This design comes from an exercise in tuning for small area, a short achievable clock period and few clock cycles on the open sky130 flow, not from production work.
In this exercise RTL edits were held to simulation tests only and were not proved equivalent to the original.
No activity file was given, so power comes from the tool's default toggle rates.

`flow/config.mk`:
```
export PLATFORM = sky130hd
export DESIGN_NAME = ctr_drbg
export DESIGN_NICKNAME = ctr_drbg
export VERILOG_FILES = /design/flow/design.v
export SDC_FILE = /design/flow/constraint.sdc
export NUM_CORES = 4
export LEC_CHECK = 0
export CAP_MARGIN = 30
export CORE_MARGIN = 2
export CORE_UTILIZATION = 40
export SETUP_SLACK_MARGIN = 5
export SLEW_MARGIN = 40
```
`flow/constraint.sdc`:
```
create_clock -name core_clock -period 10.0 [get_ports {clk}]
set_input_delay 2.0000 -clock core_clock [delete_from_list [all_inputs] [get_ports {clk}]]
set_output_delay 2.0000 -clock core_clock [all_outputs]
set_load 0.01 [all_outputs]
```
`flow/design.v`:
```
module ctr_drbg (
  input              clk,
  input              rst,
  input              cmd_valid,
  output             cmd_ready,
  input       [31:0] cmd_data,
  input              cmd_last,
  output             rsp_valid,
  input              rsp_ready,
  output      [2:0]  rsp_status,
  output      [31:0] rsp_data,
  output             rsp_last,
  output             cph_req_valid,
  input              cph_req_ready,
  output             cph_req_op,
  output [127:0]     cph_req_key,
  output [127:0]     cph_req_blk,
  input              cph_rsp_valid,
  input              cph_rsp_err,
  input  [127:0]     cph_rsp_data
);
  localparam [127:0] DFC = 128'h000102030405060708090A0B0C0D0E0F;
  localparam [127:0] IV1 = {32'd1, 96'd0};
  localparam [2:0] ST_OK = 3'd0, ST_INVLEN = 3'd1, ST_RESEED = 3'd2, ST_CIPHER = 3'd3,
                   ST_INVSTATE = 3'd4, ST_ILLEGAL = 3'd5;
  localparam [1:0] L_EMPTY = 2'd0, L_LIVE = 2'd1, L_DESTROYED = 2'd2;
  localparam [2:0] F_HDR = 3'd0, F_LEN = 3'd1, F_DATA = 3'd2, F_DRAIN = 3'd3, F_DONE = 3'd4;
  localparam [4:0] X_IDLE = 5'd0,  X_I0 = 5'd1,  X_I1 = 5'd2,  X_I2 = 5'd3,  X_I3 = 5'd4,
                   X_IW   = 5'd5,  X_D0 = 5'd6,  X_D1 = 5'd7,  X_D2 = 5'd8,  X_D3 = 5'd9,
                   X_D4   = 5'd10, X_D5 = 5'd11, X_DR = 5'd12, X_BK0 = 5'd13, X_BK1 = 5'd14,
                   X_K    = 5'd15, X_X1 = 5'd16, X_X2 = 5'd17, X_KS = 5'd18, X_DW = 5'd19,
                   X_GC   = 5'd20, X_G0 = 5'd21, X_G1 = 5'd22, X_G2 = 5'd23, X_ED = 5'd24,
                   X_DS   = 5'd25, X_AB = 5'd26, X_CB = 5'd27;
  localparam [3:0] T_NONE = 4'd0, T_KREG = 4'd1, T_ZKT = 4'd2, T_C0 = 4'd3, T_C1 = 4'd4,
                   T_T1R = 4'd5, T_T2R = 4'd6, T_X1 = 4'd7, T_X2 = 4'd8, T_KEY = 4'd9,
                   T_T1P = 4'd10, T_T2P = 4'd11, T_OUT0 = 4'd12, T_OUT1 = 4'd13, T_KEYC = 4'd14;
  localparam [2:0] KS_HOLD = 3'd0, KS_DFC = 3'd1, KS_ZERO = 3'd2, KS_KREG = 3'd3,
                   KS_T1R = 3'd4, KS_RK0 = 3'd5, KS_FWD = 3'd6;
  localparam [2:0] BS_HOLD = 3'd0, BS_ZERO = 3'd1, BS_IV1 = 3'd2, BS_ADD = 3'd3, BS_XOR = 3'd4;
  reg  [1:0]   q;                        
  reg  [127:0] rk0, rk1, rk2, rk3;       
  reg  [127:0] rv0, rv1, rv2, rv3;       
  reg          cpend, cwk, cwv, czero;   
  reg  [1:0]   cslot;
  reg          m_init;
  reg  [7:0]   life;                     
  reg  [11:0]  rcm;                      
  reg  [2:0]   fst;
  reg  [3:0]   h_op;
  reg          h_ai, h_ok, hnew;
  reg  [1:0]   h_sidx, lcnt;
  reg  [33:0]  lsum;                     
  reg  [5:0]   req_m1;                   
  reg          req_bad, addl_bad, bad, nk, lastlen, chk_pend, pst_v;
  reg  [2:0]   pst;
  reg          cmd_rdy;
  reg  [127:0] pb;
  reg  [1:0]   widx;
  reg          dfi, blk_rdy, fin, pad_pend, pbres, xab;
  reg  [4:0]   xst;
  reg  [127:0] kreg, cv0, cv1, t1r, t2r;
  reg          kv, zv, c0v, c1v, t1v, spend, p1done, xdec;
  reg  [2:0]   gk, pk, x_n;
  reg          fx;                       
  reg  [3:0]   x_op;
  reg          x_ai, x_nk, x_pstv, x_bad, x_fdone, blkdone;
  reg  [1:0]   x_sidx;
  reg  [5:0]   x_req;
  reg  [2:0]   x_pst;
  reg          cerr, e3, e4;
  reg          rq_v, rq_op;
  reg  [127:0] rq_key, rq_blk;
  reg  [4:0]   tq0, tq1, tq2, tq3, tq4, tq5, tq6, tq7;
  reg  [3:0]   tcnt;
  reg          r_act, rgen;
  reg  [2:0]   rstat;
  reg  [3:0]   rbeat, nbeat;
  reg  [1:0]   rlb;
  reg          ov0, ov1, occ0, occ1;
  reg          o_v, o_l;
  reg  [2:0]   o_s;
  reg  [31:0]  o_d;
  assign cmd_ready     = cmd_rdy;
  assign rsp_valid     = o_v;
  assign rsp_status    = o_s;
  assign rsp_data      = o_d;
  assign rsp_last      = o_l;
  assign cph_req_valid = rq_v;
  assign cph_req_op    = rq_op;
  assign cph_req_key   = rq_key;
  assign cph_req_blk   = rq_blk;
  wire o_init = (h_op == 4'd1);
  wire o_inst = (h_op == 4'd2);
  wire o_res  = (h_op == 4'd3);
  wire o_gen  = (h_op == 4'd4);
  wire o_des  = (h_op == 4'd5);
  wire df_op  = o_inst | o_res | (o_gen & h_ai);
  wire [1:0] nlw = o_inst ? 2'd3 : (o_res | o_gen) ? 2'd2 : 2'd0;
  wire [3:0]  c_op    = cmd_data[3:0];
  wire        c_known = (c_op >= 4'd1) && (c_op <= 4'd5);
  wire        c_hok   = c_known && (cmd_data[7:5] == 3'd0) && (cmd_data[31:16] == 16'd0) &&
                        (!cmd_data[4] || c_op == 4'd4) &&
                        ((c_op == 4'd1) ? (cmd_data[15:8] == 8'd0) : (cmd_data[15:8] < 8'd4));
  wire        c_nlw0  = !(c_op == 4'd2 || c_op == 4'd3 || c_op == 4'd4);
  wire        c_dfop  = (c_op == 4'd2) || (c_op == 4'd3) || (c_op == 4'd4 && cmd_data[4]);
  wire [1:0] cur_life = life[2*h_sidx +: 2];
  wire [2:0] cur_rcm  = rcm[3*h_sidx +: 3];
  reg life_ok;
  always @(*) begin
    case (h_op)
      4'd1:    life_ok = !m_init;
      4'd2:    life_ok = m_init && (cur_life != L_DESTROYED);
      4'd3:    life_ok = m_init && (cur_life == L_LIVE);
      4'd4:    life_ok = m_init && (cur_life == L_LIVE);
      default: life_ok = 1'b1;
    endcase
  end
  wire len_bad = (lsum[33:29] != 5'd0);
  wire [2:0] pst_c = (!h_ok || addl_bad)               ? ST_ILLEGAL :
                     !life_ok                          ? ST_INVSTATE :
                     (len_bad || (o_gen && req_bad))   ? ST_INVLEN :
                     (o_gen && cur_rcm == 3'd7)        ? ST_RESEED : ST_OK;
  wire [2:0] nblk  = {1'b0, req_m1[5:4]} + 3'd1;    
  wire [2:0] nblk1 = {1'b0, req_m1[5:4]} + 3'd2;    
  wire cmd_fire = cmd_valid && cmd_rdy;
  wire fdone = (fst == F_DONE);
  wire pgood = pst_v && (pst == ST_OK) && !bad && fdone;
  wire abort = (pst_v && pst != ST_OK) || bad;
  wire         xstart  = (xst == X_IDLE) && hnew;
  wire [3:0]   xw_op   = xstart ? h_op    : x_op;
  wire         xw_ai   = xstart ? h_ai    : x_ai;
  wire [1:0]   xw_sidx = xstart ? h_sidx  : x_sidx;
  wire [5:0]   xw_req  = xstart ? req_m1  : x_req;
  wire         xw_nk   = xstart ? nk      : x_nk;
  wire         xw_pstv = xstart ? pst_v   : x_pstv;
  wire [2:0]   xw_pst  = xstart ? pst     : x_pst;
  wire         xw_bad  = xstart ? bad     : x_bad;
  wire         xw_fdone = xstart ? fdone  : x_fdone;
  wire xo_inst = (xw_op == 4'd2);
  wire xo_gen  = (xw_op == 4'd4);
  wire [2:0] x_nblk  = {1'b0, xw_req[5:4]} + 3'd1;
  wire [2:0] x_nblk1 = {1'b0, xw_req[5:4]} + 3'd2;
  wire x_pgood = xw_pstv && (xw_pst == ST_OK) && !xw_bad && xw_fdone;
  wire x_abort = (xw_pstv && xw_pst != ST_OK) || xw_bad;
  wire [2:0] x_cur_rcm = rcm[3*xw_sidx +: 3];
  wire       ans   = cph_rsp_valid;
  wire [3:0] acode = tq0[3:0];
  wire       alast = tq0[4];
  wire a_kreg = ans && (acode == T_KREG);
  wire a_zkt  = ans && (acode == T_ZKT);
  wire a_c0   = ans && (acode == T_C0);
  wire a_c1   = ans && (acode == T_C1);
  wire a_x1   = ans && (acode == T_X1);
  wire a_t1p  = ans && (acode == T_T1P);
  wire aerr   = ans && cph_rsp_err;
  wire allans = (tcnt == 4'd0) || (tcnt == 4'd1 && ans);
  wire cerr_a = cerr | aerr;
  wire e3_a   = e3 | (aerr && (acode == T_NONE || acode == T_OUT0 || acode == T_OUT1));
  wire e4_a   = e4 | (aerr && (acode == T_T1P || acode == T_T2P || acode == T_KEYC));
  wire rw      = cpend && (q == cslot);
  wire at_slot = (q == xw_sidx) && !cpend;
  wire copy_ok = (q == xw_sidx) && !(cpend && cslot == xw_sidx);
  reg  [1:0]   ab;        
  reg  [2:0]   ainc;
  reg  [127:0] abv;
  always @(*) begin
    case (s_ab)
      2'd0:    abv = rq_blk;
      2'd1:    abv = pb;
      2'd2:    abv = rv0;
      default: abv = 128'd0;
    endcase
  end
  wire [127:0] asum = abv + {125'd0, s_ainc};
  reg  [1:0]   xs;        
  reg          pm;        
  reg          fm;        
  wire [127:0] xsrc = (s_xs == 2'd0) ? cv0 : (s_xs == 2'd1) ? cv1 : cph_rsp_data;
  wire [127:0] xval = xsrc ^ (s_pm ? pb : 128'd0);
  wire [127:0] fwdk = cph_rsp_data ^ (s_fm ? cv1 : 128'd0);
  wire        dfon  = df_op && !xab;
  wire        fw    = (lsum[33:3] == 31'd0) && !(lsum[2] && lsum[1:0] != 2'd0);    
  wire        fw4   = fw && (lsum[2:0] == 3'd4);
  wire [31:0] dword = !fw ? cmd_data :
                      (lsum[2:0] == 3'd1) ? {cmd_data[31:24], 8'h80, 16'd0} :
                      (lsum[2:0] == 3'd2) ? {cmd_data[31:16], 8'h80, 8'd0} :
                      (lsum[2:0] == 3'd3) ? {cmd_data[31:8], 8'h80} : cmd_data;
  wire [127:0] oslot = rbeat[2] ? cv1 : cv0;
  wire [31:0]  oword = oslot[127 - 32*rbeat[1:0] -: 32];
  wire         olast = (rbeat == nbeat);
  wire [31:0]  omask = !olast ? 32'hFFFFFFFF :
                       (rlb == 2'd0) ? 32'hFF000000 :
                       (rlb == 2'd1) ? 32'hFFFF0000 :
                       (rlb == 2'd2) ? 32'hFFFFFF00 : 32'hFFFFFFFF;
  reg  [2:0]   fst_n;
  reg  [3:0]   h_op_n;
  reg          h_ai_n, h_ok_n, hnew_n;
  reg  [1:0]   h_sidx_n, lcnt_n;
  reg  [33:0]  lsum_n;
  reg  [5:0]   req_m1_n;
  reg          req_bad_n, addl_bad_n, bad_n, nk_n, lastlen_n, chk_pend_n, pst_v_n;
  reg  [2:0]   pst_n;
  reg  [127:0] pb_n;
  reg  [1:0]   widx_n;
  reg          dfi_n, blk_rdy_n, fin_n, pad_pend_n, pbres_n, xab_n;
  reg  [4:0]   xst_n, xse;
  reg  [127:0] kreg_n, cv0_n, cv1_n, t1r_n, t2r_n;
  reg          kv_n, zv_n, c0v_n, c1v_n, t1v_n, spend_n, p1done_n, xdec_n;
  reg  [2:0]   gk_n, pk_n, x_n_n;
  reg          fx_n, x_ai_n, x_nk_n, x_pstv_n, x_bad_n, x_fdone_n, blkdone_n;
  reg  [3:0]   x_op_n;
  reg  [1:0]   x_sidx_n;
  reg  [5:0]   x_req_n;
  reg  [2:0]   x_pst_n;
  reg          cerr_n, e3_n, e4_n;
  reg          rq_v_n, rq_op_n;
  reg  [127:0] rq_key_n, rq_blk_n;
  reg  [4:0]   tq_n [0:7];
  reg  [3:0]   tcnt_n;
  reg          r_act_n, rgen_n;
  reg  [2:0]   rstat_n;
  reg  [3:0]   rbeat_n, nbeat_n;
  reg  [1:0]   rlb_n;
  reg          ov0_n, ov1_n, occ0_n, occ1_n;
  reg          o_v_n, o_l_n;
  reg  [2:0]   o_s_n;
  reg  [31:0]  o_d_n;
  reg          cpend_n, cwk_n, cwv_n, czero_n;
  reg  [1:0]   cslot_n;
  reg          m_init_n;
  reg  [7:0]   life_n;
  reg  [11:0]  rcm_n;
  reg          cmd_rdy_n;
  reg  [2:0]   s_iks, s_ibs, s_ainc;
  reg  [1:0]   s_ab, s_xs;
  reg          s_pm, s_fm;
  reg  [13:0]  sel_nx;
  reg  [4:0]   st_nx;
  reg          xstart_nx;
  reg  [5:0]   req_nx;
  reg          g2keyc;
  function [4:0] first_state(input [3:0] op, input ai);
    case (op)
      4'd1:    first_state = X_I0;
      4'd2:    first_state = X_D0;
      4'd3:    first_state = X_D0;
      4'd4:    first_state = ai ? X_D0 : X_GC;
      4'd5:    first_state = X_DS;
      default: first_state = X_AB;
    endcase
  endfunction
  function [13:0] selfn(input [4:0] st, input kv_, input zv_, input c0v_, input c1v_,
                        input [2:0] gk_, input [2:0] pk_, input [2:0] xn_, input [2:0] nb1_);
    reg [2:0] ks, bs, ai;
    reg [1:0] a_, x_;
    reg       p_;
    begin
      ks = KS_HOLD; bs = BS_HOLD; a_ = 2'd0; ai = 3'd1; x_ = 2'd0; p_ = 1'b0;
      case (st)
        X_I0, X_D0: ks = KS_DFC;
        X_I1, X_D1: ks = KS_ZERO;
        X_I2:       begin ks = KS_KREG; bs = BS_ZERO; end
        X_I3, X_D3: bs = BS_IV1;
        X_D2:       begin ks = kv_ ? KS_KREG : KS_FWD; bs = BS_ZERO; end
        X_D4:       begin ks = zv_ ? KS_T1R : KS_FWD; bs = BS_ADD; a_ = 2'd3; end
        X_D5, X_G1: begin bs = BS_ADD; a_ = 2'd0; end
        X_DR:       begin ks = KS_RK0; bs = BS_ADD; a_ = 2'd2; end
        X_BK0:      begin ks = KS_KREG; bs = BS_XOR; x_ = c0v_ ? 2'd0 : 2'd2; p_ = 1'b1; end
        X_BK1:      begin bs = BS_XOR; x_ = c1v_ ? 2'd1 : 2'd2; p_ = 1'b1; end
        X_K:        ks = kv_ ? KS_KREG : KS_FWD;
        X_X1:       begin ks = kv_ ? KS_KREG : KS_FWD; bs = BS_XOR; x_ = 2'd1; end
        X_X2:       begin bs = BS_XOR; x_ = c1v_ ? 2'd1 : 2'd2; end
        X_KS:       ks = KS_T1R;
        X_GC:       begin ks = KS_RK0; bs = BS_ADD; a_ = 2'd2; ai = nb1_; end
        X_G0:       begin ks = KS_KREG; bs = BS_ADD; a_ = 2'd1; ai = nb1_; end
        X_G2:       begin ks = KS_KREG; bs = BS_ADD; a_ = 2'd1; ai = (gk_ != xn_) ? gk_ + 3'd1 : pk_ + 3'd1; end
        X_CB:       begin a_ = 2'd1; ai = xn_; end
        default: ;
      endcase
      selfn = {ks, bs, a_, ai, x_, p_};
    end
  endfunction
  reg          iv, iop, iout, p1last;
  reg  [2:0]   iks, ibs;
  reg  [3:0]   itag;
  reg          ld;
  reg          dec, dgen;
  reg  [2:0]   dstat;
  reg  [4:0]   tqa [0:8];
  reg  [3:0]   wpos;
  integer      i;
  always @(*) begin
    fst_n = fst; h_op_n = h_op; h_ai_n = h_ai; h_ok_n = h_ok; hnew_n = hnew;
    h_sidx_n = h_sidx; lcnt_n = lcnt; lsum_n = lsum; req_m1_n = req_m1;
    req_bad_n = req_bad; addl_bad_n = addl_bad; bad_n = bad; nk_n = nk; lastlen_n = lastlen;
    chk_pend_n = chk_pend; pst_v_n = pst_v; pst_n = pst;
    pb_n = pb; widx_n = widx; dfi_n = dfi; blk_rdy_n = blk_rdy; fin_n = fin;
    pad_pend_n = pad_pend; pbres_n = pbres; xab_n = xab;
    xst_n = xst; kreg_n = kreg; cv0_n = cv0; cv1_n = cv1; t1r_n = t1r; t2r_n = t2r;
    kv_n = kv; zv_n = zv; c0v_n = c0v; c1v_n = c1v; t1v_n = t1v; spend_n = spend;
    p1done_n = p1done; xdec_n = xdec; gk_n = gk; pk_n = pk; x_n_n = x_n;
    fx_n = fx; x_op_n = x_op; x_ai_n = x_ai; x_nk_n = x_nk; x_pstv_n = x_pstv; x_bad_n = x_bad;
    x_fdone_n = x_fdone; x_sidx_n = x_sidx; x_req_n = x_req; x_pst_n = x_pst; blkdone_n = blkdone;
    cerr_n = cerr; e3_n = e3; e4_n = e4;
    rq_v_n = rq_v; rq_op_n = rq_op; rq_key_n = rq_key; rq_blk_n = rq_blk;
    tcnt_n = tcnt;
    r_act_n = r_act; rgen_n = rgen; rstat_n = rstat; rbeat_n = rbeat; nbeat_n = nbeat;
    rlb_n = rlb; ov0_n = ov0; ov1_n = ov1; occ0_n = occ0; occ1_n = occ1;
    o_v_n = o_v; o_l_n = o_l; o_s_n = o_s; o_d_n = o_d;
    cpend_n = cpend; cwk_n = cwk; cwv_n = cwv; czero_n = czero; cslot_n = cslot;
    m_init_n = m_init; life_n = life; rcm_n = rcm;
    iv = 1'b0; iop = 1'b0; iout = 1'b0; p1last = 1'b0;
    iks = KS_HOLD; ibs = BS_HOLD; itag = T_NONE;
    ab = 2'd0; ainc = 3'd1; xs = 2'd0; pm = 1'b0; fm = 1'b0;
    dec = 1'b0; dgen = 1'b0; dstat = ST_OK;
    if (rw) cpend_n = 1'b0;
    if (rq_v && cph_req_ready) rq_v_n = 1'b0;
    if (ans) begin
      cerr_n = cerr_a;
      e3_n   = e3_a;
      e4_n   = e4_a;
      if (alast) p1done_n = 1'b1;
      case (acode)
        T_KREG: begin kreg_n = cph_rsp_data; kv_n = 1'b1; end
        T_ZKT:  begin t1r_n = cph_rsp_data; zv_n = 1'b1; end
        T_C0:   begin cv0_n = cph_rsp_data; c0v_n = 1'b1; end
        T_C1:   begin cv1_n = cph_rsp_data; c1v_n = 1'b1; end
        T_T1R:  t1r_n = cph_rsp_data;
        T_KEYC: t1r_n = cph_rsp_data;
        T_T2R:  t2r_n = cph_rsp_data;
        T_X1:   begin cv1_n = cph_rsp_data; t1r_n = t1r ^ cph_rsp_data; c1v_n = 1'b1; end
        T_X2:   begin
                  cv0_n = cph_rsp_data;
                  t2r_n = t2r ^ cph_rsp_data;
                  if (xo_gen) pb_n = t2r ^ cph_rsp_data;
                end
        T_KEY:  begin t1r_n = cph_rsp_data; kreg_n = cph_rsp_data; end
        T_T1P:  begin t1r_n = cph_rsp_data ^ (xw_ai ? cv1 : 128'd0); t1v_n = 1'b1; end
        T_T2P:  t2r_n = cph_rsp_data ^ (xw_ai ? cv0 : 128'd0);
        T_OUT0: begin cv0_n = cph_rsp_data; ov0_n = 1'b1; end
        T_OUT1: begin cv1_n = cph_rsp_data; ov1_n = 1'b1; end
        default: ;
      endcase
    end
    if (chk_pend && (fx || xst == X_IDLE || xdec)) begin
      chk_pend_n = 1'b0;
      pst_v_n    = 1'b1;
      pst_n      = pst_c;
      if (lastlen && lsum != 34'd0) bad_n = 1'b1;
    end
    if (dfi && !pbres && (fx || xst == X_IDLE)) begin
      pb_n         = {lsum[28:0], 3'b000, 32'd256, 64'd0};
      dfi_n        = 1'b0;
      widx_n       = 2'd2;
      if (lastlen && lsum == 34'd0) begin
        pb_n[63:32] = 32'h80000000;
        blk_rdy_n   = 1'b1;
        fin_n       = 1'b1;
      end
    end
    if (cmd_fire && fst == F_DATA && dfon && lsum != 34'd0) begin
      case (dfi ? 2'd2 : widx)
        2'd0: pb_n[127:96] = dword;
        2'd1: pb_n[95:64]  = dword;
        2'd2: pb_n[63:32]  = dword;
        default: pb_n[31:0] = dword;
      endcase
      widx_n = (dfi ? 2'd2 : widx) + 2'd1;
      if (fw) begin
        if (!fw4) begin blk_rdy_n = 1'b1; fin_n = 1'b1; end
        else begin
          case (dfi ? 2'd2 : widx)
            2'd0: begin pb_n[95:64] = 32'h80000000; blk_rdy_n = 1'b1; fin_n = 1'b1; end
            2'd1: begin pb_n[63:32] = 32'h80000000; blk_rdy_n = 1'b1; fin_n = 1'b1; end
            2'd2: begin pb_n[31:0]  = 32'h80000000; blk_rdy_n = 1'b1; fin_n = 1'b1; end
            default: begin blk_rdy_n = 1'b1; pad_pend_n = 1'b1; end
          endcase
        end
      end else if ((dfi ? 2'd2 : widx) == 2'd3)
        blk_rdy_n = 1'b1;
    end
    case (fst)
      F_HDR: if (cmd_fire) begin
        h_op_n     = c_op;
        h_ai_n     = cmd_data[4];
        h_sidx_n   = cmd_data[9:8];
        h_ok_n     = c_hok;
        hnew_n     = 1'b1;
        lcnt_n     = 2'd0;
        lsum_n     = 34'd0;
        req_m1_n   = 6'd0;
        req_bad_n  = 1'b0;
        addl_bad_n = 1'b0;
        bad_n      = 1'b0;
        nk_n       = 1'b0;
        lastlen_n  = 1'b0;
        pst_v_n    = 1'b0;
        dfi_n      = 1'b0;
        widx_n     = 2'd0;
        blk_rdy_n  = 1'b0;
        fin_n      = 1'b0;
        pad_pend_n = 1'b0;
        xab_n      = 1'b0;
        if (!c_known || c_nlw0) begin
          if (c_known && !cmd_last) bad_n = 1'b1;
          chk_pend_n = 1'b1;
          fst_n      = cmd_last ? F_DONE : F_DRAIN;
        end else if (cmd_last) begin
          bad_n      = 1'b1;
          chk_pend_n = 1'b1;
          fst_n      = F_DONE;
        end else
          fst_n = F_LEN;
      end
      F_LEN: if (cmd_fire) begin
        lcnt_n = lcnt + 2'd1;
        if (o_gen && lcnt == 2'd0) begin
          req_m1_n  = cmd_data[5:0] - 6'd1;
          req_bad_n = (cmd_data == 32'd0) || (cmd_data > 32'd64);
          nk_n      = 1'b1;
        end else
          lsum_n = lsum + {2'b00, cmd_data};
        if (o_gen && lcnt == 2'd1)
          addl_bad_n = !h_ai && (cmd_data != 32'd0);
        if (lcnt + 2'd1 == nlw) begin
          chk_pend_n = 1'b1;
          dfi_n      = df_op;
          if (cmd_last) begin
            lastlen_n = 1'b1;
            fst_n     = F_DONE;
          end else
            fst_n = F_DATA;
        end else if (cmd_last) begin
          bad_n      = 1'b1;
          chk_pend_n = 1'b1;
          fst_n      = F_DONE;
        end
      end
      F_DATA: if (cmd_fire) begin
        if (lsum == 34'd0) begin
          bad_n = 1'b1;
          fst_n = cmd_last ? F_DONE : F_DRAIN;
        end else begin
          lsum_n = fw ? 34'd0 : lsum - 34'd4;
          if (cmd_last) begin
            if (!fw) bad_n = 1'b1;
            fst_n = F_DONE;
          end else if (fw) begin
            bad_n = 1'b1;
            fst_n = F_DRAIN;
          end
        end
      end
      F_DRAIN: if (cmd_fire && cmd_last) fst_n = F_DONE;
      F_DONE: if (fx && !hnew && pst_v && !chk_pend && (!dfon || blkdone)) fst_n = F_HDR;
      default: ;
    endcase
    if (fst == F_HDR && cmd_fire) fx_n = 1'b0;
    xse = xst;
    if (xst == X_IDLE && hnew) begin
      case (h_op)
        4'd1:    xse = X_I0;
        4'd2:    xse = X_D0;
        4'd3:    xse = X_D0;
        4'd4:    xse = h_ai ? X_D0 : X_GC;
        4'd5:    xse = X_DS;
        default: xse = X_AB;
      endcase
    end
    case (xse)
      X_I0:  begin iv = 1'b1; iop = 1'b1; iks = KS_DFC;  itag = T_KREG; end
      X_I1:  begin iv = 1'b1; iop = 1'b1; iks = KS_ZERO; itag = T_NONE; end
      X_I2:  begin iv = kv;   iks = KS_KREG; ibs = BS_ZERO; itag = T_NONE; end
      X_I3:  begin iv = 1'b1; ibs = BS_IV1; itag = T_NONE; end
      X_D0:  begin iv = 1'b1; iop = 1'b1; iks = KS_DFC;  itag = T_KREG; end
      X_D1:  begin iv = 1'b1; iop = 1'b1; iks = KS_ZERO; itag = T_ZKT; end
      X_D2:  begin
               iv = (kv || a_kreg) && !occ0 && !occ1;
               iks = kv ? KS_KREG : KS_FWD; ibs = BS_ZERO; itag = T_C0;
             end
      X_D3:  begin iv = 1'b1; ibs = BS_IV1; itag = T_C1; end
      X_D4:  begin
               iv = zv || a_zkt;
               iks = zv ? KS_T1R : KS_FWD; ibs = BS_ADD; ab = 2'd3; ainc = 3'd1; itag = T_T1R;
             end
      X_D5:  begin iv = 1'b1; ibs = BS_ADD; ab = 2'd0; ainc = 3'd1; itag = T_T2R; end
      X_DR:  begin iv = at_slot; iks = KS_RK0; ibs = BS_ADD; ab = 2'd2; ainc = 3'd1; itag = T_T1R; end
      X_BK0: begin
               iv = blk_rdy && (c0v || a_c0);
               iks = KS_KREG; ibs = BS_XOR; xs = c0v ? 2'd0 : 2'd2; pm = 1'b1;
               itag = fin ? T_KREG : T_C0;
             end
      X_BK1: begin
               iv = c1v || a_c1;
               ibs = BS_XOR; xs = c1v ? 2'd1 : 2'd2; pm = 1'b1; itag = T_C1;
             end
      X_K:   begin
               iv = kv || a_kreg; iop = 1'b1;
               iks = kv ? KS_KREG : KS_FWD; itag = T_KREG;
             end
      X_X1:  begin
               iv = (kv || a_kreg) && c1v;
               iks = kv ? KS_KREG : KS_FWD; ibs = BS_XOR; xs = 2'd1; itag = T_X1;
             end
      X_X2:  begin
               iv = c1v || a_x1;
               ibs = BS_XOR; xs = c1v ? 2'd1 : 2'd2; itag = T_X2;
             end
      X_KS:  begin iv = 1'b1; iop = 1'b1; iks = KS_T1R; itag = T_KEY; end
      X_GC:  begin
               iv = copy_ok && xw_nk;
               iks = KS_RK0; ibs = BS_ADD; ab = 2'd2; ainc = x_nblk1; itag = T_T1P;
             end
      X_G0:  begin iv = xw_nk; iks = KS_KREG; ibs = BS_ADD; ab = 2'd1; ainc = x_nblk1; itag = T_T1P; end
      X_G1:  begin iv = 1'b1; ibs = BS_ADD; ab = 2'd0; ainc = 3'd1; itag = T_T2P; end
      X_G2:  begin
               if (spend && (t1v || a_t1p)) begin
                 iv = 1'b1; iop = 1'b1;
                 iks = t1v ? KS_T1R : KS_FWD; fm = xw_ai;
                 itag = T_KEYC; p1last = (gk == x_n);
               end else if (gk != x_n) begin
                 iv = 1'b1; iks = KS_KREG; ibs = BS_ADD; ab = 2'd1; ainc = gk + 3'd1;
                 p1last = !spend && (gk + 3'd1 == x_n);
                 if (gk == pk && !gk[2] && !gk[1] && !(gk[0] ? occ1 : occ0)) begin
                   iout = 1'b1; itag = gk[0] ? T_OUT1 : T_OUT0;
                 end else
                   itag = T_NONE;
               end else if (pk != x_n) begin
                 iout = 1'b1;
                 iv = pk[0] ? !occ1 : !occ0;
                 iks = KS_KREG; ibs = BS_ADD; ab = 2'd1; ainc = pk + 3'd1;
                 itag = pk[0] ? T_OUT1 : T_OUT0;
               end
             end
      default: ;
    endcase
    if ((cpend && !iout && itag != T_KREG) || tcnt[3]) iv = 1'b0;
    ld = iv && (!rq_v || cph_req_ready);
    g2keyc = (xse == X_G2) && spend && (t1v || a_t1p);
    if (ld) begin
      rq_v_n  = 1'b1;
      rq_op_n = iop;
      if (g2keyc)
        rq_key_n = t1v ? t1r : fwdk;
      else begin
        case (s_iks)
          KS_DFC:  rq_key_n = DFC;
          KS_ZERO: rq_key_n = 128'd0;
          KS_KREG: rq_key_n = kreg;
          KS_T1R:  rq_key_n = t1r;
          KS_RK0:  rq_key_n = rk0;
          KS_FWD:  rq_key_n = fwdk;
          default: ;
        endcase
        case (s_ibs)
          BS_ZERO: rq_blk_n = 128'd0;
          BS_IV1:  rq_blk_n = IV1;
          BS_ADD:  rq_blk_n = asum;
          BS_XOR:  rq_blk_n = xval;
          default: ;
        endcase
      end
    end
    if (xse != xst) begin
      hnew_n = 1'b0;
      fx_n   = 1'b1;
      blkdone_n = 1'b0;
      cerr_n = 1'b0; e3_n = 1'b0; e4_n = 1'b0;
      p1done_n = 1'b0; xdec_n = 1'b0; spend_n = 1'b0;
    end
    case (xse)
      X_I0: if (ld) begin kv_n = 1'b0; xst_n = X_I1; end else xst_n = X_I0;
      X_I1: if (ld) xst_n = X_I2;
      X_I2: if (ld) xst_n = X_I3;
      X_I3: if (ld) xst_n = X_IW;
      X_IW: if (allans && x_pgood && !r_act) begin
        dec = 1'b1; dstat = cerr_a ? ST_CIPHER : ST_OK;
        if (!cerr_a) m_init_n = 1'b1;
        xst_n = X_IDLE;
      end
      X_D0: if (ld) begin kv_n = 1'b0; xst_n = xo_inst ? X_D1 : X_DR; end else xst_n = X_D0;
      X_D1: if (ld) begin zv_n = 1'b0; xst_n = X_D2; end
      X_D2: if (ld) begin c0v_n = 1'b0; xst_n = X_D3; end
      X_D3: if (ld) begin c1v_n = 1'b0; xst_n = xo_inst ? X_D4 : X_BK0; end
      X_D4: if (ld) xst_n = X_D5;
      X_D5: if (ld) xst_n = xo_inst ? X_BK0 : X_D2;
      X_DR: if (ld) xst_n = X_D5;
      X_BK0: if (ld) begin
        c0v_n = 1'b0;
        if (fin) kv_n = 1'b0;
        xst_n = X_BK1;
      end
      X_BK1: if (ld) begin
        c1v_n      = 1'b0;
        pb_n       = pad_pend ? {32'h80000000, 96'd0} : 128'd0;
        widx_n     = pad_pend ? 2'd1 : 2'd0;
        blk_rdy_n  = pad_pend;
        fin_n      = pad_pend;
        pad_pend_n = 1'b0;
        if (fin) blkdone_n = 1'b1;
        xst_n      = fin ? X_K : X_BK0;
      end
      X_K:  if (ld) begin kv_n = 1'b0; xst_n = X_X1; end
      X_X1: if (ld) begin c1v_n = 1'b0; xst_n = X_X2; end
      X_X2: if (ld) xst_n = X_KS;
      X_KS: if (ld) xst_n = X_DW;
      X_DW: if (allans && x_pgood && (xo_gen || !r_act)) begin
        if (cerr_a) begin
          if (!r_act) begin
            dec = 1'b1; dstat = ST_CIPHER;
            xst_n = X_IDLE;
          end
        end else if (xo_gen) begin
          cpend_n = 1'b1; cslot_n = xw_sidx; cwk_n = 1'b1; cwv_n = 1'b1; czero_n = 1'b0;
          pbres_n = 1'b1;
          xst_n   = X_G0;
        end else begin
          dec = 1'b1; dstat = ST_OK;
          cpend_n = 1'b1; cslot_n = xw_sidx; cwk_n = 1'b1; cwv_n = 1'b1; czero_n = 1'b0;
          if (xo_inst) life_n[2*xw_sidx +: 2] = L_LIVE;
          rcm_n[3*xw_sidx +: 3] = 3'd0;
          xst_n = X_IDLE;
        end
      end
      X_GC: if (copy_ok) begin
        kreg_n  = rk0;
        pb_n    = rv0;
        pbres_n = 1'b1;
        x_n_n   = x_nblk;
        if (ld) begin t1v_n = 1'b0; xst_n = X_G1; end
        else xst_n = X_G0;
      end else xst_n = X_GC;
      X_G0: begin
        x_n_n = x_nblk;
        if (ld) begin t1v_n = 1'b0; xst_n = X_G1; end
      end
      X_G1: if (ld) begin spend_n = 1'b1; gk_n = 3'd0; pk_n = 3'd0; xst_n = X_G2; end
      X_G2: begin
        if (ld) begin
          if (itag == T_KEYC) spend_n = 1'b0;
          else begin
            if (gk != x_n) gk_n = gk + 3'd1;
            if (iout) begin
              pk_n = pk + 3'd1;
              if (pk + 3'd1 == x_n) pbres_n = 1'b0;
              if (pk[0]) occ1_n = 1'b1; else occ0_n = 1'b1;
            end
          end
        end
        if (!xdec && (p1done || (ans && alast)) && x_pgood && !r_act) begin
          dec = 1'b1; dgen = !e3_a && !e4_a; xdec_n = 1'b1;
          if (e3_a) dstat = ST_CIPHER;
          else if (e4_a)
            dstat = ST_CIPHER;       
          else begin
            dstat = ST_OK;
            cpend_n = 1'b1; cslot_n = xw_sidx; cwk_n = 1'b1; cwv_n = 1'b1; czero_n = 1'b0;
            rcm_n[3*xw_sidx +: 3] = x_cur_rcm + 3'd1;
          end
        end
        if (dec && !dgen) xst_n = (e4_a && !e3_a) ? X_CB : X_ED;
        else if ((xdec || dec) && pk_n == x_n) xst_n = X_IDLE;
      end
      X_CB: begin
        t2r_n = asum;
        cpend_n = 1'b1; cslot_n = xw_sidx; cwk_n = 1'b0; cwv_n = 1'b1; czero_n = 1'b0;
        xst_n = X_ED;
      end
      X_ED: if (tcnt == 4'd0 || (tcnt == 4'd1 && ans)) begin
        ov0_n = 1'b0; ov1_n = 1'b0; occ0_n = 1'b0; occ1_n = 1'b0;
        pbres_n = 1'b0;
        xst_n = X_IDLE;
      end else xst_n = X_ED;
      X_DS: if (x_pgood && !cpend && !r_act) begin
        dec = 1'b1; dstat = ST_OK;
        cpend_n = 1'b1; cslot_n = xw_sidx; cwk_n = 1'b1; cwv_n = 1'b1; czero_n = 1'b1;
        life_n[2*xw_sidx +: 2] = L_DESTROYED;
        xst_n = X_IDLE;
      end else xst_n = X_DS;
      X_AB: if (allans && xw_fdone && xw_pstv && !r_act) begin
        dec = 1'b1; dstat = xw_bad ? ST_ILLEGAL : xw_pst;
        pbres_n = 1'b0;
        ov0_n = 1'b0; ov1_n = 1'b0; occ0_n = 1'b0; occ1_n = 1'b0;
        xst_n = X_IDLE;
      end else xst_n = X_AB;
      default: ;
    endcase
    if (x_abort && xse != X_IDLE && xse != X_AB && xse != X_ED && !xdec && !dec) begin
      xst_n = X_AB;
      if (fx_n) xab_n = 1'b1;
    end
    tqa[0] = tq0; tqa[1] = tq1; tqa[2] = tq2; tqa[3] = tq3;
    tqa[4] = tq4; tqa[5] = tq5; tqa[6] = tq6; tqa[7] = tq7; tqa[8] = 5'd0;
    for (i = 0; i < 8; i = i + 1)
      tq_n[i] = ans ? tqa[i + 1] : tqa[i];
    wpos = tcnt - {3'd0, ans};
    if (ld) begin
      for (i = 0; i < 8; i = i + 1)
        if (wpos == i) tq_n[i] = {p1last, itag};
    end
    tcnt_n = tcnt + {3'd0, ld} - {3'd0, ans};
    if (o_v && rsp_ready) o_v_n = 1'b0;
    if (r_act && (!o_v || rsp_ready) && (!rgen || (rbeat[2] ? ov1 : ov0))) begin
      o_v_n   = 1'b1;
      o_s_n   = rstat;
      o_l_n   = olast;
      o_d_n   = rgen ? (oword & omask) : 32'd0;
      rbeat_n = rbeat + 4'd1;
      if (olast) r_act_n = 1'b0;
      if (rgen && (rbeat[1:0] == 2'd3 || olast)) begin
        if (rbeat[2]) begin ov1_n = 1'b0; occ1_n = 1'b0; end
        else begin ov0_n = 1'b0; occ0_n = 1'b0; end
      end
    end
    if (dec) begin
      r_act_n = 1'b1;
      rgen_n  = dgen;
      rstat_n = dstat;
      rbeat_n = 4'd0;
      nbeat_n = dgen ? xw_req[5:2] : 4'd0;
      rlb_n   = xw_req[1:0];
    end
    if (fx_n) begin
      x_op_n = h_op_n; x_ai_n = h_ai_n; x_sidx_n = h_sidx_n; x_req_n = req_m1_n; x_nk_n = nk_n;
      x_pstv_n = pst_v_n; x_pst_n = pst_n; x_bad_n = bad_n; x_fdone_n = (fst_n == F_DONE || fst_n == F_HDR);
    end
    xstart_nx = (xst_n == X_IDLE) && hnew_n;
    st_nx     = xstart_nx ? first_state(h_op_n, h_ai_n) : xst_n;
    req_nx    = xstart_nx ? req_m1_n : x_req_n;
    sel_nx    = selfn(st_nx, kv_n, zv_n, c0v_n, c1v_n, gk_n, pk_n, x_n_n,
                      {1'b0, req_nx[5:4]} + 3'd2);
    cmd_rdy_n = (fst_n == F_HDR) || (fst_n == F_LEN) || (fst_n == F_DRAIN) ||
                (fst_n == F_DATA && !(df_op && !xab_n &&
                                      (blk_rdy_n || pbres_n || !(fx_n || xst_n == X_IDLE))));
  end
  always @(posedge clk) begin
    rk0 <= rk1; rk1 <= rk2; rk2 <= rk3;
    rv0 <= rv1; rv1 <= rv2; rv2 <= rv3;
    rk3 <= (rw && cwk) ? (czero ? 128'd0 : t1r) : rk0;
    rv3 <= (rw && cwv) ? (czero ? 128'd0 : t2r) : rv0;
    h_op <= h_op_n; h_ai <= h_ai_n; h_ok <= h_ok_n; h_sidx <= h_sidx_n; lcnt <= lcnt_n;
    lsum <= lsum_n; req_m1 <= req_m1_n; req_bad <= req_bad_n; addl_bad <= addl_bad_n;
    bad <= bad_n; nk <= nk_n; lastlen <= lastlen_n; pst <= pst_n;
    pb <= pb_n; widx <= widx_n; dfi <= dfi_n; blk_rdy <= blk_rdy_n; fin <= fin_n;
    pad_pend <= pad_pend_n; xab <= xab_n;
    kreg <= kreg_n; cv0 <= cv0_n; cv1 <= cv1_n; t1r <= t1r_n; t2r <= t2r_n;
    kv <= kv_n; zv <= zv_n; c0v <= c0v_n; c1v <= c1v_n; t1v <= t1v_n; spend <= spend_n;
    p1done <= p1done_n; xdec <= xdec_n; gk <= gk_n; pk <= pk_n; x_n <= x_n_n;
    x_op <= x_op_n; x_ai <= x_ai_n; x_nk <= x_nk_n; x_pstv <= x_pstv_n; x_bad <= x_bad_n;
    x_fdone <= x_fdone_n; x_sidx <= x_sidx_n; x_req <= x_req_n; x_pst <= x_pst_n;
    blkdone <= blkdone_n;
    cerr <= cerr_n; e3 <= e3_n; e4 <= e4_n;
    rq_op <= rq_op_n; rq_key <= rq_key_n; rq_blk <= rq_blk_n;
    {s_iks, s_ibs, s_ab, s_ainc, s_xs, s_pm} <= sel_nx;
    s_fm <= (st_nx == X_G2) && (xstart_nx ? h_ai_n : x_ai_n);
    tq0 <= tq_n[0]; tq1 <= tq_n[1]; tq2 <= tq_n[2]; tq3 <= tq_n[3];
    tq4 <= tq_n[4]; tq5 <= tq_n[5]; tq6 <= tq_n[6]; tq7 <= tq_n[7];
    rgen <= rgen_n; rstat <= rstat_n; rbeat <= rbeat_n; nbeat <= nbeat_n; rlb <= rlb_n;
    o_l <= o_l_n; o_s <= o_s_n; o_d <= o_d_n;
    cwk <= cwk_n; cwv <= cwv_n; czero <= czero_n; cslot <= cslot_n;
    rcm <= rcm_n;
    if (rst) begin
      q        <= 2'd0;
      cpend    <= 1'b0;
      m_init   <= 1'b0;
      life     <= 8'd0;
      fst      <= F_HDR;
      hnew     <= 1'b0;
      fx       <= 1'b0;
      chk_pend <= 1'b0;
      pst_v    <= 1'b0;
      pbres    <= 1'b0;
      xst      <= X_IDLE;
      rq_v     <= 1'b0;
      tcnt     <= 4'd0;
      r_act    <= 1'b0;
      occ0     <= 1'b0;
      occ1     <= 1'b0;
      ov0      <= 1'b0;
      ov1      <= 1'b0;
      o_v      <= 1'b0;
      cmd_rdy  <= 1'b0;
    end else begin
      q        <= q + 2'd1;
      cpend    <= cpend_n;
      m_init   <= m_init_n;
      life     <= life_n;
      fst      <= fst_n;
      hnew     <= hnew_n;
      fx       <= fx_n;
      chk_pend <= chk_pend_n;
      pst_v    <= pst_v_n;
      pbres    <= pbres_n;
      xst      <= xst_n;
      rq_v     <= rq_v_n;
      tcnt     <= tcnt_n;
      r_act    <= r_act_n;
      occ0     <= occ0_n;
      occ1     <= occ1_n;
      ov0      <= ov0_n;
      ov1      <= ov1_n;
      o_v      <= o_v_n;
      cmd_rdy  <= cmd_rdy_n;
    end
  end
endmodule
```
`flow/run.sh`:
```
#!/bin/bash
# synth_recipe.tcl (not shown) runs the flow's synth.tcl, then flattens the netlist and writes it again
# the make line also repeats each setting of config.mk as NAME=value (left out here)
make -C /OpenROAD-flow-scripts/flow DESIGN_CONFIG=/design/flow/config.mk WORK_HOME=/design/flow/orfs CLKGATE_MAP_FILE= SYNTH_SCRIPT=/design/flow/synth_recipe.tcl finish
```
==> results.txt, run 1 <==
Net Count, Synth about 11000; layout cells sized above 1 a little under an eighth; status timing/DRC/antenna clean; pin count of the biggest net entering global routing 154; first-pass GRT wire length 617800 microns; multiplexer area fraction after synthesis 6.863%; Core ar. 0.2623 sq mm; # DRC 0; Register Area 0.05526 sq mm; total number of vias 88334; Compound-Gate Fraction of Synth Area approximately 16%; Pwr per Cell Area between 200 and 300 mW/mm^2; YS warnings 3; Syn Std Cell Area around 0.11 sq mm; Static Leak 0.04418 uW; Post-synth top cells nand2_1, dfxtp_1, edfxtp_1; clk slew on worst S/H paths 0.06 ns; share of the synthesized area in the top cell type a little over a quarter; wirelength, routed 444300 microns; minimum clock period 4.990 ns; placed insts 13953; CP Capture Type flip-flop; Die H between 500 and 600 microns; cts bufs inserted 239; VDD IR-drop max ~0.24 mV; Ports 464; RePlAce Congestion ~0.95; Clk Tree Root Cell clkbuf_16; endpoints failing setup 0; Pre-antenna DRT Iters 7; # nets final between 10000 and 15000; Max FO, Critical Path 16; port bufs 463; FMAX 0.2004 GHz; signal arrival time at the worst endpoint 5.82 ns; chip width 517.3 microns; Slew Limit Fails 0; Synth Flop Type dfxtp_1; Routed wire per std cell 30.39 microns; cell count after synthesis 10686; GRT Resource Usage Total 31.86%; footprint of the multi-input gates roughly 0.048 sq mm; final worst-path cycle share 49.90%; post-synthesis register bit count 2313; Detailed Route Iter0 Violations between 10000 and 15000; EDFF count, synth 888; Synth cell types 104; adder-cell share of the synthesized area 0.8641%; slowest stage cell, crit path dfxtp_2; Async S/R FF share, synth 0%; hold_buf cts 0; Placement Rows 188; Simple-Gate Fraction of Synth Area 12.72%; Sink Count 2313; initial core utilization 40.19%; design area 0.1255 sq mm; CTS H-tree depth 4; worst hold path type flip-flop to flip-flop; Setup TNS Final 0 ns; max cap viols 0; startpoint types flip-flop; Layout Skew 0.08939 ns; Avg Cell Area, Syn roughly 9.9 sq um; Slew Limit Headroom 32.54%; Die ar. 0.2676 sq mm; Overflow after GRT 0; register area share after synthesis 52.36%; combinational family with the most area after synthesis compound AO/OA/AOI/OAI gates; setup repair after global routing missed its margin true; most frequent CP cell nand3_1; xor/xnor share of the synthesized area 7.079%; post-route ant nets 0; Cell Chain, Critical Path inv_1, nor3_2, nand2_2, nor2_1, nand3_1, nor4bb_4, o311a_4, or4_4, a21oi_4, buf_6, o211ai_4, o41ai_4, a21oi_2, o32a_1, nand2b_1, nand3_1; initial antenna violation count 60; placed inst area 0.1136 sq mm; Longest Clk Path Bufs 3; CTS tree yes; Final Hold Fails 0; Core Util, Final 47.84%; dominant cell by count in the synthesized netlist nand2_1; area leader, netlist dfxtp_1; CP required 10.83 ns; HPWL after DPL 292400 microns; CP Class flip-flop to flip-flop; Slowest Stage Delay on Critical Path 0.65 ns; Vias/cell just over 6; synthesis-to-layout area growth 19.02%; filler cell count approximately 24000; Slew @ Worst Pin 1.009 ns; vias in the first global route 83549; top cells by area, synth dfxtp_1, edfxtp_1, nand2_1; Final Non-Filler Cells 14622; clock latency at the later pin of the worst-skew pair 0.96 ns
[power breakdown]
group          total, uW  internal [uW]  switching (uW)  leakage (uW)
Combinational      12300           4520            7800        0.0202
Sequential         13400          11800            1610        0.0197
Clock               9740           5640            4100       0.00425
[routing by layer]
layer / part of all wire, % / up-vias / GRT usage (%)
li1: - / 38461 / -
met1: 39 / 43295 / 40.06
met2: 43 / 5342 / 47.37
met3: 11 / 1174 / 9.795
met4: 7.2 / 62 / 20.34
met5: 0.097 / - / 0
[cell families after synthesis]
kind of cell | Yosys count
AOI/OAI and AO/OA | 2694
xor gates and xnor gates | 852
adders and majority gates | 71
buffers and inverters | 1098
DFF | 2313
muxes | 660
and+or+nand+nor | 2998
[stage by stage]
stage | hold WS [ns] | setup slack, ns | power (uW)
after CTS | 0.2855 | 5.002 | 34740
after detailed placement | 0.3121 | 3.021 | 24650
after global routing | 0.2896 | 4.852 | 36670
after floorplan | 0.3096 | 4.262 | 19650
final | 0.2806 | 5.010 | 35460
after global placement | 0.3097 | 2.751 | 24400
[final timing paths]
check	startpoint	to	slack, ns	cells past startpoint
hold reg to reg	rk2[23]	rk1[23]	0.28	0
setup / recovery	xst[4]	s_iks[0]	5.01	16
hold / removal	rk2[23]	rk1[23]	0.28	0
setup reg to reg	xst[4]	s_iks[0]	5.01	16
[what timing repair did]
action                     CTS  global route
gates resized for setup    178           140
setup buffers               61            81
gates cloned                 7             5
pin swaps                   38            87
setup endpoints to repair  690           123
[layout by cell type (no fill, tap or decap), drive strengths merged, types with 52 or more instances in the layout]
master         count
nand2           1463
dfxtp           1425
edfxtp           888
o21ai            752
a21oi            699
xor2             600
nor2             505
mux2i            464
clkdlybuf4s50    443
clkbuf           350
buf              342
nor3             319
xnor2            252
o22ai            223
inv              213
nand3            194
a211oi           193
nand2b           186
a22o             162
mux2             162
o31ai            150
ha                68
o2111ai           67
clkinv            67
a2111oi           62
a21o              55
nor2b             54
and2              52
[final cells by class]
cell class | count | share of cell area [%]
clock inverters | 116 | 1.256
well taps | 3515 | 3.505
clock buffers | 343 | 5.693
inverters | 203 | 0.6203
flip-flops and latches | 2313 | 44.05
repair buffers | 808 | 6.677
multi-input cells | 7276 | 38.11
diodes | 48 | 0.09574
[worst max-delay path, delay by kind of cell, from the launching register on]
| kind | cells | cell delay, ns |
|---|---|---|
| buffers and inverters | 2 | 0.45 |
| AO/OA/AOI/OAI | 6 | 1.68 |
| AND/OR/NAND/NOR | 8 | 2.12 |
| flip-flops | 1 | 0.65 |
Testbench counts, summed over its fixed seeds: cycles 13,848.
==> inputs of run 2 (changes only) <==
--- a/flow/design.v
+++ b/flow/design.v
@@ -57,6 +57,8 @@
   reg  [127:0] pb;
   reg  [1:0]   widx;
   reg          dfi, blk_rdy, fin, pad_pend, pbres, xab;
+  reg          sk_v;                     
+  reg  [31:0]  sk_d;
   reg  [4:0]   xst;
   reg  [127:0] kreg, cv0, cv1, t1r, t2r;
   reg          kv, zv, c0v, c1v, t1v, spend, p1done, xdec;
@@ -202,7 +204,8 @@
   reg  [2:0]   pst_n;
   reg  [127:0] pb_n;
   reg  [1:0]   widx_n;
-  reg          dfi_n, blk_rdy_n, fin_n, pad_pend_n, pbres_n, xab_n;
+  reg          dfi_n, blk_rdy_n, fin_n, pad_pend_n, pbres_n, xab_n, sk_v_n;
+  reg  [31:0]  sk_d_n;
   reg  [4:0]   xst_n, xse;
   reg  [127:0] kreg_n, cv0_n, cv1_n, t1r_n, t2r_n;
   reg          kv_n, zv_n, c0v_n, c1v_n, t1v_n, spend_n, p1done_n, xdec_n;
@@ -295,7 +298,7 @@
     req_bad_n = req_bad; addl_bad_n = addl_bad; bad_n = bad; nk_n = nk; lastlen_n = lastlen;
     chk_pend_n = chk_pend; pst_v_n = pst_v; pst_n = pst;
     pb_n = pb; widx_n = widx; dfi_n = dfi; blk_rdy_n = blk_rdy; fin_n = fin;
-    pad_pend_n = pad_pend; pbres_n = pbres; xab_n = xab;
+    pad_pend_n = pad_pend; pbres_n = pbres; xab_n = xab; sk_v_n = sk_v; sk_d_n = sk_d;
     xst_n = xst; kreg_n = kreg; cv0_n = cv0; cv1_n = cv1; t1r_n = t1r; t2r_n = t2r;
     kv_n = kv; zv_n = zv; c0v_n = c0v; c1v_n = c1v; t1v_n = t1v; spend_n = spend;
     p1done_n = p1done; xdec_n = xdec; gk_n = gk; pk_n = pk; x_n_n = x_n;
@@ -358,7 +361,11 @@
         fin_n       = 1'b1;
       end
     end
-    if (cmd_fire && fst == F_DATA && dfon && lsum != 34'd0) begin
+    if (cmd_fire && fst == F_DATA && dfon && lsum != 34'd0 && blk_rdy) begin
+      sk_v_n = 1'b1;
+      sk_d_n = cmd_data;
+    end
+    if (cmd_fire && fst == F_DATA && dfon && lsum != 34'd0 && !blk_rdy) begin
       case (dfi ? 2'd2 : widx)
         2'd0: pb_n[127:96] = dword;
         2'd1: pb_n[95:64]  = dword;
@@ -400,6 +407,7 @@
         blk_rdy_n  = 1'b0;
         fin_n      = 1'b0;
         pad_pend_n = 1'b0;
+        sk_v_n     = 1'b0;
         xab_n      = 1'b0;
         if (!c_known || c_nlw0) begin
           if (c_known && !cmd_last) bad_n = 1'b1;
@@ -592,11 +600,12 @@
       end
       X_BK1: if (ld) begin
         c1v_n      = 1'b0;
-        pb_n       = pad_pend ? {32'h80000000, 96'd0} : 128'd0;
-        widx_n     = pad_pend ? 2'd1 : 2'd0;
+        pb_n       = pad_pend ? {32'h80000000, 96'd0} : sk_v_n ? {sk_d_n, 96'd0} : 128'd0;
+        widx_n     = (pad_pend || sk_v_n) ? 2'd1 : 2'd0;
         blk_rdy_n  = pad_pend;
         fin_n      = pad_pend;
         pad_pend_n = 1'b0;
+        sk_v_n     = 1'b0;
         if (fin) blkdone_n = 1'b1;
         xst_n      = fin ? X_K : X_BK0;
       end
@@ -719,6 +728,21 @@
       rbeat_n = 4'd0;
       nbeat_n = dgen ? xw_req[5:2] : 4'd0;
       rlb_n   = xw_req[1:0];
+      if ((!o_v || rsp_ready) && (!dgen || ov0)) begin
+        o_v_n   = 1'b1;
+        o_s_n   = dstat;
+        o_l_n   = (nbeat_n == 4'd0);
+        o_d_n   = !dgen ? 32'd0 :
+                  (nbeat_n != 4'd0) ? cv0[127:96] :
+                  (xw_req[1:0] == 2'd0) ? {cv0[127:120], 24'd0} :
+                  (xw_req[1:0] == 2'd1) ? {cv0[127:112], 16'd0} :
+                  (xw_req[1:0] == 2'd2) ? {cv0[127:104], 8'd0} : cv0[127:96];
+        rbeat_n = 4'd1;
+        if (nbeat_n == 4'd0) begin
+          r_act_n = 1'b0;
+          if (dgen) begin ov0_n = 1'b0; occ0_n = 1'b0; end
+        end
+      end
     end
     if (fx_n) begin
       x_op_n = h_op_n; x_ai_n = h_ai_n; x_sidx_n = h_sidx_n; x_req_n = req_m1_n; x_nk_n = nk_n;
@@ -730,8 +754,11 @@
     sel_nx    = selfn(st_nx, kv_n, zv_n, c0v_n, c1v_n, gk_n, pk_n, x_n_n,
                       {1'b0, req_nx[5:4]} + 3'd2);
     cmd_rdy_n = (fst_n == F_HDR) || (fst_n == F_LEN) || (fst_n == F_DRAIN) ||
-                (fst_n == F_DATA && !(df_op && !xab_n &&
-                                      (blk_rdy_n || pbres_n || !(fx_n || xst_n == X_IDLE))));
+                (fst_n == F_DATA && (!(df_op && !xab_n) ||
+                                     (!pbres_n && (fx_n || xst_n == X_IDLE) &&
+                                      (!blk_rdy_n || (!sk_v_n && !pad_pend_n &&
+                                                      (lsum_n[33:3] != 31'd0) &&
+                                                      !(lsum_n[33:2] == 32'd1 && lsum_n[1:0] == 2'd0))))));
   end
   always @(posedge clk) begin
     rk0 <= rk1; rk1 <= rk2; rk2 <= rk3;
@@ -742,7 +769,7 @@
     lsum <= lsum_n; req_m1 <= req_m1_n; req_bad <= req_bad_n; addl_bad <= addl_bad_n;
     bad <= bad_n; nk <= nk_n; lastlen <= lastlen_n; pst <= pst_n;
     pb <= pb_n; widx <= widx_n; dfi <= dfi_n; blk_rdy <= blk_rdy_n; fin <= fin_n;
-    pad_pend <= pad_pend_n; xab <= xab_n;
+    pad_pend <= pad_pend_n; xab <= xab_n; sk_v <= sk_v_n; sk_d <= sk_d_n;
     kreg <= kreg_n; cv0 <= cv0_n; cv1 <= cv1_n; t1r <= t1r_n; t2r <= t2r_n;
     kv <= kv_n; zv <= zv_n; c0v <= c0v_n; c1v <= c1v_n; t1v <= t1v_n; spend <= spend_n;
     p1done <= p1done_n; xdec <= xdec_n; gk <= gk_n; pk <= pk_n; x_n <= x_n_n;
--- a/flow/config.mk
+++ b/flow/config.mk
@@ -7,6 +7,6 @@
 export LEC_CHECK = 0
 export CAP_MARGIN = 30
 export CORE_MARGIN = 2
-export CORE_UTILIZATION = 40
+export CORE_UTILIZATION = 55
 export SETUP_SLACK_MARGIN = 5
 export SLEW_MARGIN = 40
==> run 2 against run 1 <==
  * Critical path type unchanged
  * Utilization up 17 points
  * Final cell count down 3.2%
  * Largest power group is now combinational logic
  * Register-to-register slack worse by 0.17 ns
==> results.txt, run 2 <==
Hold EP rv2[102]; switching portion of total power 39.98%; first-pass GRT wire length 658200 microns; Ports around 460; RePlAce Congestion approximately 1.0; most frequent CP cell buf_4; combinational share of power 39.5%; Pwr per Cell Area 305.0 mW/mm^2; Critical R2R Capture rq_blk[122]; Vias/cell roughly 6.7; slowest stage cell, crit path and4_1; initial core utilization ~55%; Synth Flop Type dfxtp_1; commonest non-fill, non-tap cell in the layout dfxtp_1; Die H 446.0 microns; Placement Rows between 150 and 200; Net Count, Synth 11356; CP required between 10 and 15 ns; CP Capture Type flip-flop; # nets final 11581; setup repair after global routing missed its margin true; # DRC 0; YS warnings 3; min-delay src rv3[102]; P_sw 15460 uW; initial antenna violation count 63; HPWL after DPL 315500 microns; Max FO, Critical Path 4; Post-synth top cells dfxtp_1, nand2_1, o21ai_0; Async S/R FF share, synth 0%; EDFF count, synth ~820; total number of vias 95336; reg2reg start s_ab[0]; filler cell count 15585; signal arrival time at the worst endpoint 5.81 ns; synthesis-to-layout area growth 18.00%; reg2reg setup slack 4.84 ns; hold depth 0; Routed wire per std cell roughly 34 microns; Static Leak 0.04551 uW; Slew @ Worst Pin 1.044 ns; Layout Skew 0.09650 ns; Pre-antenna DRT Iters 9; cell count after synthesis 11117; Clk Tree Root Cell clkbuf_16; Final Hold Fails 0; Slew Limit Fails 0; Overflow after GRT 0; CP Class flip-flop to flip-flop; layout cells sized above 1 roughly an eighth; most frequent cells in the layout dfxtp_1, nand2_1, edfxtp_1; Cell Chain, Critical Path buf_4, nor2b_4, buf_4, o2bb2ai_1, and4_1, nand2_4, nor4_4, buf_4, and3_4, nand4_1, nor4b_4, buf_4, nand3_2, or4_4, nor3b_4, buf_6, nand3_2, xnor2_2, o22ai_1; max cap viols 0; vias in the first global route 88191; dominant cell by count in the synthesized netlist dfxtp_1; register area share after synthesis 51.36%; clock latency at the later pin of the worst-skew pair 0.95 ns; share of the synthesized area in the top cell type between 20% and 30%; FMAX 0.1939 GHz; R2R depth 19; VDD IR-drop max roughly 0.22 mV; clk slew on worst S/H paths 0.07 ns; Sink Count roughly 2300; endpoints failing setup 0; port bufs 463; Core Util, Final 65.17%; hold slack 0.2509 ns; top cells by area, synth dfxtp_1, edfxtp_1, nand2_1; Avg Cell Area, Syn 9.666 sq um; clock power share 24.4%; Synth cell types 117; Core ar. 0.1946 sq mm; Slowest Stage Delay on Critical Path 0.52 ns; CTS tree yes; wirelength, routed between 400000 and 500000 microns; minimum clock period 5.158 ns; status timing/DRC/antenna clean; GRT Resource Usage Total between 40% and 50%; chip width 446.0 microns; Detailed Route Iter0 Violations 13673; hold_buf cts 0; Slew Limit Headroom 30.42%; CTS H-tree depth 4; cts bufs inserted 235; post-route ant nets 0; Longest Clk Path Bufs 3; Flop pwr share 36.1%; worst hold path type flip-flop to flip-flop; pin count of the biggest net entering global routing roughly 170; post-synthesis register bit count 2346; Syn Std Cell Area 0.1075 sq mm; Die ar. 0.1989 sq mm; startpoint types flip-flop; area leader, netlist dfxtp_1; final worst-path cycle share about 52%; Pint 23210 uW; Setup TNS Final 0 ns
run 2: cell count changes after synthesis, moves of 29 or more:
| cell | change |
|---|---|
| nand3_1 | +31 |
| a21oi_1 | +88 |
| a221o_1 | +39 |
| edfxtp_1 | -66 |
| o21ai_0 | +83 |
| nor3_1 | -109 |
| dfxtp_1 | +99 |
| a31oi_1 | +48 |
| a22o_1 | -34 |
| o2111ai_1 | -43 |
| nand2_1 | +29 |
| a22oi_1 | +45 |
| nor2_1 | +175 |
run 2: worst max path at each step:
stage | from | endpoint
floorplan | cph_rsp_valid | rq_blk[0]
global placement | cph_rsp_valid | pb[41]
detailed placement | cmd_valid | s_ainc[0]
CTS | cmd_data[0] | cmd_rdy
global route | cph_rsp_valid | s_iks[2]
finish | s_ab[0] | rq_blk[122]
run 2: layout make-up:
cell class              instances  area, sq um  share of cell area [%]
flip-flops and latches       2346        55240                   43.56
multi-input cells            7650        49930                   39.38
repair buffers                885         9123                   7.194
clock buffers                 330         6924                   5.461
well taps                    2542         3181                   2.508
clock inverters               122         1401                   1.105
inverters                     224        853.3                  0.6729
diodes                         61        152.6                  0.1204
run 2: critical path, delay by kind of cell, from the launching register on:
family / cells / cell delay, ns
flops: 1 / 0.43
simple gates: 11 / 2.99
buf+inv: 5 / 0.95
compound gates: 2 / 0.27
xor+xnor: 1 / 0.21
run 2: power groups by stage:
stage | combinational, uW | clock, uW | sequential (uW)
finish | 15300 | 9440 | 13900
global route | 16000 | 9820 | 14000
CTS | 14000 | 9430 | 13900
detailed placement | 13400 | 0 | 14100
global placement | 13100 | 0 | 14100
floorplan | 8450 | 0 | 13300
run 2: cell families (layout without fill, tap and decap cells):
group                      after synthesis  count (layout)  synth area share [%]
and+or+nand+nor                       3153            3155                 13.14
AOI/OAI and AO/OA                     2931            2932                 17.07
DFF                                   2346            2346                 51.36
buffers and inverters                 1124            1561                 4.036
xor gates and xnor gates               817             817                 6.659
muxes                                  675             675                 6.889
adders and majority gates               71              71                0.8476
other                                    0              61                     0
run 2: what timing repair did:
action	CTS	global route
setup endpoints to repair	662	150
buffers inserted	79	72
pin swaps	56	65
gates resized for setup	201	159
cloned	7	7
run 2: metrics by stage:
step                std cells  total power (uW)  setup WS, ns  instance area, sq um
CTS                     14006             37330         4.980                124800
detailed placement      13468             27450         2.814                114700
floorplan               11117             21780         3.064                108000
global route            14113             39810         4.816                126700
global placement        13452             27180         2.912                114200
finish                  14160             38670         4.842                126800
run 2: per-layer routing:
| metal | GRT usage [%] | up-vias | share of wire [%] |
|---|---|---|---|
| met1 | 54.41 | 45859 | 34 |
| li1 | - | 40152 | - |
| met5 | 0.3419 | - | 0.082 |
| met4 | 44.75 | 40 | 12 |
| met3 | 11.99 | 1941 | 12 |
| met2 | 67.88 | 7344 | 42 |
Testbench counts of run 2, summed over its fixed seeds: cycles 13,520.
==> inputs of run 3 (changes only) <==
--- a/flow/config.mk
+++ b/flow/config.mk
@@ -7,6 +7,6 @@
 export LEC_CHECK = 0
 export CAP_MARGIN = 30
 export CORE_MARGIN = 2
-export CORE_UTILIZATION = 55
+export CORE_UTILIZATION = 40
 export SETUP_SLACK_MARGIN = 5
 export SLEW_MARGIN = 40
==> run 3 against run 2 <==
  * Via count is 1.7% lower
  * Final cell count up 7.3%
  * First-iteration DRC count fell by 11%
  * Fmax is 2.6% lower
  * Highest routed layer unchanged
  * Synthesized area stayed put
  * Sequential share of layout area is 0.68 points lower
  * Synthesized cell count unchanged
  * Total power is 3.0% higher
  * Die area is 37% higher
  * Critical path type is now input port to flip-flop
  * Global-route usage down 11 points
  * Still clean
==> results.txt, run 3 <==
Slew Limit Fails 0; register area share after synthesis 51.36%; Slew @ Worst Pin 1.057 ns; Detailed Route Iter0 Violations between 10000 and 15000; Max FO, Critical Path 47; endpoints failing setup 0; max cap viols 0; FMAX 0.1888 GHz; Clk Tree Root Cell clkbuf_16; initial core utilization 40.15%; HPWL after DPL 344100 microns; layout cells sized above 1 12.61%; wirelength, routed 502500 microns; dominant cell by count in the synthesized netlist dfxtp_1; cell count after synthesis 11117; final worst slack ~4.7 ns; CP Capture Type flip-flop; Async S/R FF share, synth 0%; VDD IR-drop max 0.2288 mV; Die ar. 0.2728 sq mm; most frequent cells in the layout dfxtp_1, nand2_1, edfxtp_1; EDFF count, synth 822; RePlAce Congestion 1.005; commonest non-fill, non-tap cell in the layout dfxtp_1; CP required roughly 11 ns; Longest Clk Path Bufs 4; worst hold path type flip-flop to flip-flop; Syn Std Cell Area ~0.11 sq mm; port bufs approximately 460; setup repair after global routing missed its margin true; clk slew on worst S/H paths 0.06 ns; CTS H-tree depth 5; synthesis-to-layout area growth 19.87%; chip width 522.3 microns; Compound-Gate Fraction of Synth Area roughly 17%; top cells by area, synth dfxtp_1, edfxtp_1, nand2_1; Net Count, Synth 11356; # nets final about 12000; CP Class input port to flip-flop; Simple-Gate Fraction of Synth Area about an eighth; Ports 464; hold_buf cts 0; Setup TNS Final 0 ns; Vias/cell 6.171; pin count of the biggest net entering global routing 187; signal arrival time at the worst endpoint 6.03 ns; initial antenna violation count 78; adder-cell share of the synthesized area 0.8476%; combinational family with the most area after synthesis compound AO/OA/AOI/OAI gates; Synth cell types ~120; # DRC 0; share of the synthesized area in the top cell type 28.39%; YS warnings 3; Routed wire per std cell roughly 33 microns; Static Leak approximately 0.046 uW; Slew Limit Headroom 29.08%; post-synthesis register bit count 2346; Die H 522.3 microns; GRT Resource Usage Total 35.26%; Place WS 2.833 ns; CTS tree yes; Placement Rows 190; Core ar. around 0.27 sq mm; status timing/DRC/antenna clean; total number of vias between 90000 and 100k; first-pass GRT wire length 685100 microns; clock latency at the later pin of the worst-skew pair between 0.8 and 0.9 ns; Final Hold Fails 0; Synth Flop Type dfxtp_1; Pre-antenna DRT Iters 9; cts bufs inserted about 270; final worst-path cycle share between 50% and 60%; area leader, netlist dfxtp_1; Overflow after GRT 0; multiplexer area fraction after synthesis roughly 7%; Layout Skew 0.06965 ns; post-route ant nets 0; Pwr per Cell Area 309.2 mW/mm^2; xor/xnor share of the synthesized area 6.659%; vias in the first global route 87778; Sink Count about 2300; Avg Cell Area, Syn 9.666 sq um; minimum clock period between 5 and 6 ns; Post-synth top cells dfxtp_1, nand2_1, o21ai_0; startpoint types input port
[run 3: cell types whose count changed in the layout (fill, tap and decap cells not counted), sizes merged, moves of 3 or more]
cell           delta
clkbuf           +44
clkdlybuf4s50     -3
clkinvlp         +10
clkinv           -17
buf              +31
bufinv            -7
diode            -38
[run 3: report_power, final]
group          internal, uW  switching (uW)  total [uW]
clock network          5990            4190       10200
registers             12100            1770       13900
logic                  5760            9980       15700
[run 3: logic make-up (layout without fill, tap and decap cells)]
logic type | after synthesis | after routing
XOR/XNOR | 817 | 817
AND/OR/NAND/NOR | 3153 | 3156
multiplexers | 675 | 675
AO/OA/AOI/OAI | 2931 | 2932
other | 0 | 23
flip-flops | 2346 | 2346
buffers and inverters | 1124 | 1620
adder cells (fa/ha/maj) | 71 | 71
[run 3: final cells by class]
type	count	area, sq um
Clock buffer	378	8024
Timing Repair Buffer	909	9214
Inverter	224	845.8
Tap cell	3552	4444
Sequential cell	2346	55230
Fill cell	24725	138900
Multi-Input combinational cell	7651	49990
Antenna cell	23	57.56
Clock inverter	109	1006
[run 3: critical path: stages]
cell             delay [ns]
clkdlybuf4s50_1        0.55
nand2_2                0.25
a21oi_1                0.32
nand3_1                0.15
nor2_2                 0.52
and2_2                 0.24
buf_4                  0.59
a21oi_1                0.19
a2111o_1               0.54
nand4_1                0.13
o21bai_1               0.17
nand3b_1               0.28
nor2_1                 0.08
[run 3: path summary, 6_finish.rpt]
| kind | from | to | slack, ns | depth (start not counted) |
|---|---|---|---|---|
| worst min register to register | rk2[102] | rk1[102] | 0.28 | 0 |
| worst min-delay path | rk2[102] | rk1[102] | 0.28 | 0 |
| worst max-delay path | cmd_valid | cmd_rdy | 4.70 | 13 |
| worst max register to register | xst[3] | s_ainc[0] | 4.83 | 19 |
[run 3: timing repair]
action	in CTS	in global routing
buffers inserted	101	76
pin swaps	81	82
gates resized for setup	202	147
setup endpoints to repair	662	129
cloned	12	4
[run 3: through the flow]
| step | cells | power, uW | area (sq um) | util, % | hold WS [ns] |
|---|---|---|---|---|---|
| finish | 15192 | 39830 | 128800 | 48.12 | 0.2802 |
| global route | 15172 | 41070 | 128800 | 48.10 | 0.2905 |
| CTS | 15076 | 38680 | 127000 | 47.45 | 0.2758 |
| detailed placement | 14476 | 27820 | 116000 | 43.32 | 0.3121 |
| global placement | 14457 | 27630 | 115500 | 43.15 | 0.3096 |
| floorplan | 11117 | 21780 | 108000 | - | 0.3096 |
[run 3: layer usage]
layer	global-route usage (%)	wire [microns]
met2	54.03	218700
met1	41.50	179300
met3	8.665	51290
met5	0	433
met4	30.02	52710

Setup slack of run 3, layout unchanged: 4.703 ns with ideal ports, 4.693 ns with driving cells assumed (clock clkbuf_16, inputs buf_2), 3.738 ns with port delays also shifted by the 0.955 ns mid clock arrival.
